Context: an optimization exercise on an open-source flow, tuned for small area, a short achievable clock period and few clock cycles per item. The choices shown serve that exercise and are no tape-out recipe. In this exercise RTL edits were held to simulation tests only and were not proved equivalent to the original. Power figures rest on the tool's default switching activity, not on a simulated workload.

==> flow/design.v (excerpt) <==
module bemu_alu (
    input  wire        clk,
    input  wire        rst,
    input  wire        start,
    input  wire [7:0]  op,
    input  wire [3:0]  size,
    input  wire [63:0] a,
    input  wire [63:0] b,
    input  wire [63:0] rflag,
    output wire        done,
    output wire [63:0] result,
    output wire        taken,
    output wire        fault
);
Size: roughly 3700 cells after synthesis, roughly 270 I/O pins, ~29000 µm² of cells after synthesis.
==> flow/config.mk <==
export PLATFORM = sky130hd
export DESIGN_NAME = bemu_alu
export DESIGN_NICKNAME = bemu_alu
export VERILOG_FILES = /design/flow/design.v
export SDC_FILE = /design/flow/constraint.sdc
export NUM_CORES = 4
export LEC_CHECK = 0
export CAP_MARGIN = 20
export CORE_MARGIN = 2
export CORE_UTILIZATION = 40
export SLEW_MARGIN = 20
export SYNTH_HIERARCHICAL = 1
==> flow/constraint.sdc <==
create_clock -name core_clock -period 12.0 [get_ports {clk}]
set_input_delay 2.4000 -clock core_clock [delete_from_list [all_inputs] [get_ports {clk}]]
set_output_delay 2.4000 -clock core_clock [all_outputs]
set_load 0.01 [all_outputs]
standard.sh (not shown) runs the stock make flow with config.mk's settings and CLKGATE_MAP_FILE= SYNTH_SCRIPT=/design/flow/synth_recipe.tcl, a recipe that flattens the netlist after the stock synthesis.
==> flow/flow/run.sh <==
#!/bin/bash
set -euo pipefail
MARGIN=6.5
bash standard.sh SETUP_SLACK_MARGIN=$MARGIN finish > standard_flow.log 2>&1
Testbench counts at the start, summed over its fixed seeds: cycles 28,128, ops 12,000.
Next try:
--- a/flow/design.v
+++ b/flow/design.v
@@ -49,26 +49,25 @@
     wire use_a = op_add | op_sub | op_inc | op_dec | op_divmod | op_cmp;
     wire b_pos = op_add | op_mov;
     wire b_neg = op_sub | op_cmp;
     wire [63:0] xa = {64{use_a}} & mask;              
     wire [63:0] xs = {64{op_cmp}} & ~mask;            
     wire [63:0] yp = {64{b_pos}} & mask;              
     wire [63:0] yn = {64{b_neg}} & mask;              
     wire [63:0] ys = {64{op_cmp}} & ~mask;            
     wire [63:0] y1 = {64{op_dec}} & mask;             
     wire [63:0] x_in = (a & xa) | ({64{sa}} & xs);
     wire [63:0] y_in = (b & yp) | (~b & yn) | ({64{~sb}} & ys) | y1;
     wire c_in = op_sub | op_cmp | op_inc;
-    wire kill8  = size[0] & ~op_cmp;
-    wire kill16 = size[1] & ~op_cmp;
+    wire [63:0] omask_in = op_cmp ? 64'hFFFF_FFFF_FFFF_FFFF : mask;
     wire [7:0] anz, bnz;
     genvar gi;
     generate for (gi = 0; gi < 8; gi = gi + 1) begin : g_nz
         assign anz[gi] = |am[8*gi+7:8*gi];
         assign bnz[gi] = |bm[8*gi+7:8*gi];
     end endgenerate
     wire [7:0] ath, bth;    
     assign ath[7] = anz[7];
     assign bth[7] = bnz[7];
     generate for (gi = 6; gi >= 0; gi = gi - 1) begin : g_th
         assign ath[gi] = ath[gi+1] | anz[gi];
         assign bth[gi] = bth[gi+1] | bnz[gi];
@@ -78,46 +77,38 @@
     reg         done_r, taken_r, fault_r;
     reg  [63:0] R, E, Q;
     reg         c32;
     reg         g8, g16, g32;             
     reg         is_mod;
     reg  [5:0]  cnt;
     assign done   = done_r;
     assign taken  = taken_r;
     assign fault  = fault_r;
     assign result = {sumh[31:0], R[31:0]};
     wire in_norm = s_nrm;
     wire in_div  = s_dv;    
-    reg         pb;
-    wire b0s1 = in_div | (Q[0] ^ pb);
-    wire b0s2 = ~in_div & ((Q[1] & ~Q[0] & ~pb) | (~Q[1] & Q[0] & pb));
-    wire b0n  = in_div | (Q[1] & ~(Q[0] & pb));
-    wire b1s1 = ~in_div & (Q[2] ^ Q[1]);
-    wire b1s2 = ~in_div & ((Q[3] & ~Q[2] & ~Q[1]) | (~Q[3] & Q[2] & Q[1]));
-    wire b1n  = ~in_div & Q[3] & ~(Q[2] & Q[1]);
-    wire [63:0] e2 = {E[62:0], 1'b0};
-    wire [63:0] p0 = ((E & {64{b0s1}}) | (e2 & {64{b0s2}})) ^ {64{b0n}};
-    wire [63:0] p1 = {((E[61:0] & {62{b1s1}}) | (e2[61:0] & {62{b1s2}})), 2'b00} ^ {64{b1n}};
+    wire [63:0] p0 = (E ^ {64{in_div}}) & {64{Q[0] | in_div}};
+    wire [63:0] p1 = {E[62:0], 1'b0} & {64{Q[1] & ~in_div}};
     wire [63:0] fs = R ^ p0 ^ p1;
     wire [63:0] fm = (R & p0) | (R & p1) | (p0 & p1);
     wire [32:0] suml;
     wire [32:0] sumh;
     wire [64:0] sum;
-    wire [63:0] fc = {fm[62:0], b0n & ~in_div};
+    wire [63:0] fc = {fm[62:0], 1'b0};
     bemu_add #(.W(32)) adl (.x(x_in[31:0]), .y(y_in[31:0]), .ci(c_in), .s(suml));
     bemu_add #(.W(32)) adh (.x(R[63:32]), .y(Q[63:32]), .ci(c32), .s(sumh));
-    bemu_add #(.W(64)) al  (.x(fs), .y(fc), .ci(b1n | in_div), .s(sum));
+    bemu_add #(.W(64)) al  (.x(fs), .y(fc), .ci(in_div), .s(sum));
     wire        ge   = sum[64] | fm[63];    
     wire [63:0] rmask = {{32{g32}}, {16{g16}}, {8{g8}}, 8'hFF};
-    wire        mul_last = (Q[63:3] == 61'd0);
+    wire        mul_last = (Q[63:2] == 62'd0);
     wire [63:0] tR;
     assign tR[63] = R[63];
     generate for (gi = 62; gi >= 0; gi = gi - 1) begin : g_tr
         assign tR[gi] = tR[gi+1] | R[gi];
     end endgenerate
     wire fit16 = ~|({E[47:0], 16'd0} & ~tR) & ~|E[63:48];
     wire fit4  = ~|({E[59:0], 4'd0} & ~tR) & ~|E[63:60];
     wire fit1  = ~|({E[62:0], 1'b0} & ~tR) & ~E[63];
     wire norm_shift = in_norm & ~fault_r & (fit16 | fit4 | fit1);
     wire [63:0] q_next = {Q[62:0], ge};
     always @(posedge clk) begin
         if (rst) begin
@@ -146,42 +137,39 @@
         end else begin
             if (fault_r || (!norm_shift && cnt == 6'd0)) begin
                 idle   <= 1'b1;
                 s_dv   <= 1'b0;
                 done_r <= 1'b1;
             end
             if (!norm_shift)
                 s_nrm <= 1'b0;
         end
     end
     always @(posedge clk) begin
         if (idle) begin
-            R       <= {x_in[63:32], suml[31:17], suml[16] & ~kill16,
-                        suml[15:9], suml[8] & ~kill8, suml[7:0]};
+            R       <= {x_in[63:32], suml[31:0] & omask_in[31:0]};
             c32     <= suml[32] & (k32 | op_cmp);
             taken_r <= cond;
             fault_r <= op_divmod & bz;
             g8      <= k8;
             g16     <= k16;
             g32     <= k32;
             is_mod  <= op_mod;
             cnt     <= 6'd0;
-            pb      <= 1'b0;
             E       <= (op_mul & ~a_short) ? am : bm;
             Q       <= op_mul ? (a_short ? am : bm) : y_in;
         end else if (s_mul) begin
             R <= sum[63:0] & rmask;
-            Q  <= {4'b0000, Q[63:4]};
-            E  <= {E[59:0], 4'b0000};
-            pb <= Q[3];
+            Q <= {2'b00, Q[63:2]};
+            E <= {E[61:0], 2'b00};
         end else if (norm_shift) begin
             Q <= 64'd0;
             if (fit16) begin
                 E   <= {E[47:0], 16'd0};
                 cnt <= cnt + 6'd16;
             end else if (fit4) begin
                 E   <= {E[59:0], 4'd0};
                 cnt <= cnt + 6'd4;
             end else begin
                 E   <= {E[62:0], 1'b0};
                 cnt <= cnt + 6'd1;
             end
Result: Clock-buffer cell count drops by 5. Area after synthesis goes down by about 3.8%. Worst setup slack improves by 230 ps. Hold slack barely changes. Final area falls by about 8%. Via count shrinks by 3.4%. Fmax grows by 4.1%. Wire length came out lower by 7.9%. Non-clock buffer count decreases by 75. Combinational power came out lower by 41%.
Testbench counts after the change, summed over its fixed seeds: cycles 30,559, ops 12,000.

-- afterwards: timing with drivers on the ports --
The flow's constraints put no driver on any port. The routed layouts listed below were extracted and timed again, unchanged, in two steps. Step 1, drivers: a clkbuf_16 drives clk and a buf_2 each remaining input, both assumed. Step 2 times the ports against the registers' clock, not the clock port: input delays grow and output delays shrink by t, the midpoint of the rising clock arrivals with the driver on. Slacks: ideal / step 1 / step 2; pairs: ideal / step 1.
run	t, ns	slack for setup (ns)	clock arrival spread, ns	worst data-port slew with drivers (ns)	pins driven straight from the clock port
the first run	0.635	6.220 / 6.220 / 5.805	0.027 / 0.027	0.05	1
the second run	0.605	6.449 / 6.429 / 5.874	0.017 / 0.017	0.12	1
After both steps setup and hold are still met in every run listed. For the second run, which loses most, drivers alone change the setup slack by -0.020 ns; drivers and shift together by -0.575 ns.
